What follows belongs to an exercise in optimizing a design on an open flow for small area, a short achievable clock period and few clock cycles per item; a production flow would make more cautious choices. The RTL was checked by simulation tests, not by an equivalence proof against the original design.

## sigpcm_geneval
module sigpcm_geneval (
    input  wire        clk,
    input  wire        rst,           
    input  wire        req_valid,
    output wire        req_ready,
    input  wire [63:0] req_kind,      
    input  wire [63:0] req_param,     
    input  wire [63:0] req_delay,     
    input  wire [63:0] req_time,      
    input  wire [3:0]  req_width,     
    output wire        resp_valid,
    output wire [2:0]  resp_err,
    output wire [63:0] resp_info,
    output wire [63:0] resp_level,
    output wire [63:0] resp_quant
);
export LEC_CHECK = 0
export CAP_MARGIN = 20
export CELL_PAD_IN_SITES_DETAIL_PLACEMENT = 1
export CELL_PAD_IN_SITES_GLOBAL_PLACEMENT = 2
export CORE_MARGIN = 2
export CORE_UTILIZATION = 25
export PLACE_DENSITY = 0.4
export SLEW_MARGIN = 20
export SYNTH_MEMORY_MAX_BITS = 32768
create_clock -name core_clock -period 14.0 [get_ports {clk}]
standard.sh (not shown) runs the stock make flow with config.mk's settings and CLKGATE_MAP_FILE= SYNTH_SCRIPT=/design/flow/synth_recipe.tcl, a recipe that flattens the netlist after the stock synthesis.
==> flow/flow/run.sh <==
#!/bin/bash
set -euo pipefail
SETUP_MARGIN=${SETUP_MARGIN:-8.75}
bash standard.sh synth > synth.log 2>&1
bash standard.sh "SETUP_SLACK_MARGIN=$SETUP_MARGIN" \
    "BUFFER_PORTS_ARGS=-buffer_cell sky130_fd_sc_hd__buf_1" finish > layout.log 2>&1
Testbench counts at the start, summed over its fixed seeds: cycles 105,715, items 4,800.
==> next run, changes <==
--- a/flow/flow/run.sh
+++ b/flow/flow/run.sh
@@ -2,3 +2,3 @@
 set -euo pipefail
-SETUP_MARGIN=${SETUP_MARGIN:-8.75}
+SETUP_MARGIN=${SETUP_MARGIN:-8.5}
 bash standard.sh synth > synth.log 2>&1
=> Die area stays the same. Clock-buffer cell count rose by 4. Final area decreases by a few percent. Wire length is lower slightly. Register-to-register slack loses 210 ps. Critical path depth decreases by 1. Setup slack got worse by 210 ps. Fmax is lower by a few percent. Hold slack is better by 13 ps.

## try-delta
sigpcm_geneval again, from the RTL that the note above started with.
==> flow/config.mk <==
export PLATFORM = sky130hd
export DESIGN_NAME = sigpcm_geneval
export DESIGN_NICKNAME = sigpcm_geneval
export VERILOG_FILES = /design/flow/design.v
export SDC_FILE = /design/flow/constraint.sdc
export NUM_CORES = 4
export LEC_CHECK = 0
export CAP_MARGIN = 20
export CELL_PAD_IN_SITES_DETAIL_PLACEMENT = 1
export CELL_PAD_IN_SITES_GLOBAL_PLACEMENT = 2
export CORE_MARGIN = 2
export CORE_UTILIZATION = 25
export PLACE_DENSITY = 0.4
export SLEW_MARGIN = 20
export SYNTH_MEMORY_MAX_BITS = 32768
==> flow/constraint.sdc <==
create_clock -name core_clock -period 14.0 [get_ports {clk}]
set_input_delay 2.8000 -clock core_clock [delete_from_list [all_inputs] [get_ports {clk}]]
set_output_delay 2.8000 -clock core_clock [all_outputs]
set_load 0.01 [all_outputs]
==> flow/flow/run.sh <==
#!/bin/bash
set -euo pipefail
SETUP_MARGIN=${SETUP_MARGIN:-8.0}
bash standard.sh synth > synth.log 2>&1
bash standard.sh "SETUP_SLACK_MARGIN=$SETUP_MARGIN" \
    "BUFFER_PORTS_ARGS=-buffer_cell sky130_fd_sc_hd__buf_1" finish > layout.log 2>&1
Testbench counts of try-delta, summed over its fixed seeds: cycles 105,715, items 4,800.
Modified inputs, try-raven compared to try-delta
Settings: an added SETUP_SLACK_MARGIN of 5.
==> flow/run.sh (new file) <==
#!/bin/bash
# synth_recipe.tcl (not shown) runs the flow's synth.tcl, then flattens the netlist and writes it again
# the make line also repeats each setting of config.mk as NAME=value (left out here)
make -C /OpenROAD-flow-scripts/flow DESIGN_CONFIG=/design/flow/config.mk WORK_HOME=/design/flow/orfs CLKGATE_MAP_FILE= SYNTH_SCRIPT=/design/flow/synth_recipe.tcl finish
removed: flow/flow/run.sh
removed: flow/standard.sh
[summary]
- Summary of the comparison: met1 usage in global routing is lower in try-raven, relative to try-delta.
- Compared with try-delta, try-raven shows a ratio of final minimum period to clock period that is 8.2 points higher.
- try-raven vs try-delta: met2 track demand over resource in global routing up in try-raven
- Comparing try-raven against try-delta, there is no change at all in die width.
- Looking at endpoint of the most critical setup path, the R[61]$_DFFE_PP_ result is from try-raven; the R[40]$_DFFE_PP_ one comes from try-delta.
For try-willow, these inputs were changed with respect to try-raven:
Settings: SETUP_SLACK_MARGIN: 5 -> unset; CORE_UTILIZATION: 25 -> 30; PLACE_DENSITY: 0.4 -> 0.45.
==> flow/flow/run.sh (new file) <==
#!/bin/bash
set -euo pipefail
SETUP_MARGIN=${SETUP_MARGIN:-8.5}
bash standard.sh synth > synth.log 2>&1
bash standard.sh "SETUP_SLACK_MARGIN=$SETUP_MARGIN" \
    "BUFFER_PORTS_ARGS=-buffer_cell sky130_fd_sc_hd__buf_1" finish > layout.log 2>&1
==> flow/standard.sh (new file) <==
#!/bin/bash
# synth_recipe.tcl (not shown) runs the flow's synth.tcl, then flattens the netlist and writes it again
# the make line also repeats each setting of config.mk as NAME=value (left out here)
make -C /OpenROAD-flow-scripts/flow DESIGN_CONFIG=/design/flow/config.mk WORK_HOME=/design/flow/orfs CLKGATE_MAP_FILE= SYNTH_SCRIPT=/design/flow/synth_recipe.tcl "${@:-finish}"
removed: flow/run.sh
Findings:
try-willow against try-raven: net total in the final layout increased 100; critical path depth decreased 3; synthesized area essentially unchanged. Compared with try-raven, in try-willow proportion of cell area occupied by multi-input gates went up by 4.3 points, worst path setup slack after routing +1.52 ns, die span in y lost 8.6%. try-willow: die area 25000 um2 below try-raven. First-pass iteration count of the detailed router was lower in try-raven than in try-willow. The final reports for try-willow and try-raven show share of the clock period used by the worst path after layout lower in the former.
Input changes introduced in try-nickel (baseline for comparison: try-willow):
Settings: a change of CELL_PAD_IN_SITES_DETAIL_PLACEMENT from 1 to 0; a change of CORE_UTILIZATION from 30 to 25; a change of PLACE_DENSITY from 0.45 to 0.4; a change of CELL_PAD_IN_SITES_GLOBAL_PLACEMENT from 2 to 1.
Timing, DRC, antenna: 0 failures across try-willow and try-nickel. Higher shortest period the worst path allows was reported by try-willow, not try-nickel. Relative to try-willow, post-cts resize count increased by 5.4% in try-nickel. Looking at achievable clock frequency, try-nickel sits 2.2% above try-willow.
## Diff of input files: try-garnet against try-nickel
Settings: CELL_PAD_IN_SITES_DETAIL_PLACEMENT: 0 -> 1; SLEW_MARGIN: 20 -> 35; CELL_PAD_IN_SITES_GLOBAL_PLACEMENT: 1 -> 2; CAP_MARGIN: 20 -> 35.
==> comparison <==
- Global-route wire length before repair of try-garnet exceeds that of try-nickel by a few percent.
- Delta(register-to-register slack, try-garnet - try-nickel) < 0
- The higher global-route met3 utilization came out of try-garnet.
- Initial antenna violation count was lower in try-nickel than in try-garnet.
- try-garnet: met1 capacity usage during global routing higher than try-nickel

## port drivers added, routing unchanged
The results above use ideal ports. As a check the final layouts listed here were re-extracted and re-timed, cells and wires unchanged.
Step 1, drivers: a clkbuf_16 drives clk and a buf_2 each remaining input, both assumed.
Step 2 adds t to the input delays and takes it off the output delays; t is the mean of the earliest and latest rising clock arrival at the registers after step 1. Input paths then give back, and output paths get back, about the clock's delay inside the block.
Three values: ideal, step 1, step 2; two values: the first two.
run | t, ns | setup WS [ns] | slew at the worst register clock pin (ns)
the first run of note 1 | 0.703 | 8.589 / 8.589 / 8.236 | 0.07 / 0.07
the second run of note 1 | 0.707 | 8.377 / 8.377 / 7.913 | 0.06 / 0.06
try-delta | 0.722 | 7.888 / 7.888 / 7.554 | 0.07 / 0.07
try-raven | 0.705 | 6.741 / 6.741 / 6.741 | 0.08 / 0.08
try-willow | 0.683 | 8.260 / 8.260 / 8.095 | 0.07 / 0.07
try-nickel | 0.710 | 8.386 / 8.386 / 8.023 | 0.07 / 0.07
try-garnet | 0.728 | 8.330 / 8.330 / 7.951 | 0.07 / 0.07
After both steps every run listed still meets setup and hold. The setup slack of the second run of note 1, which loses most, moves by 0.000 ns with the drivers and by -0.464 ns with both steps.
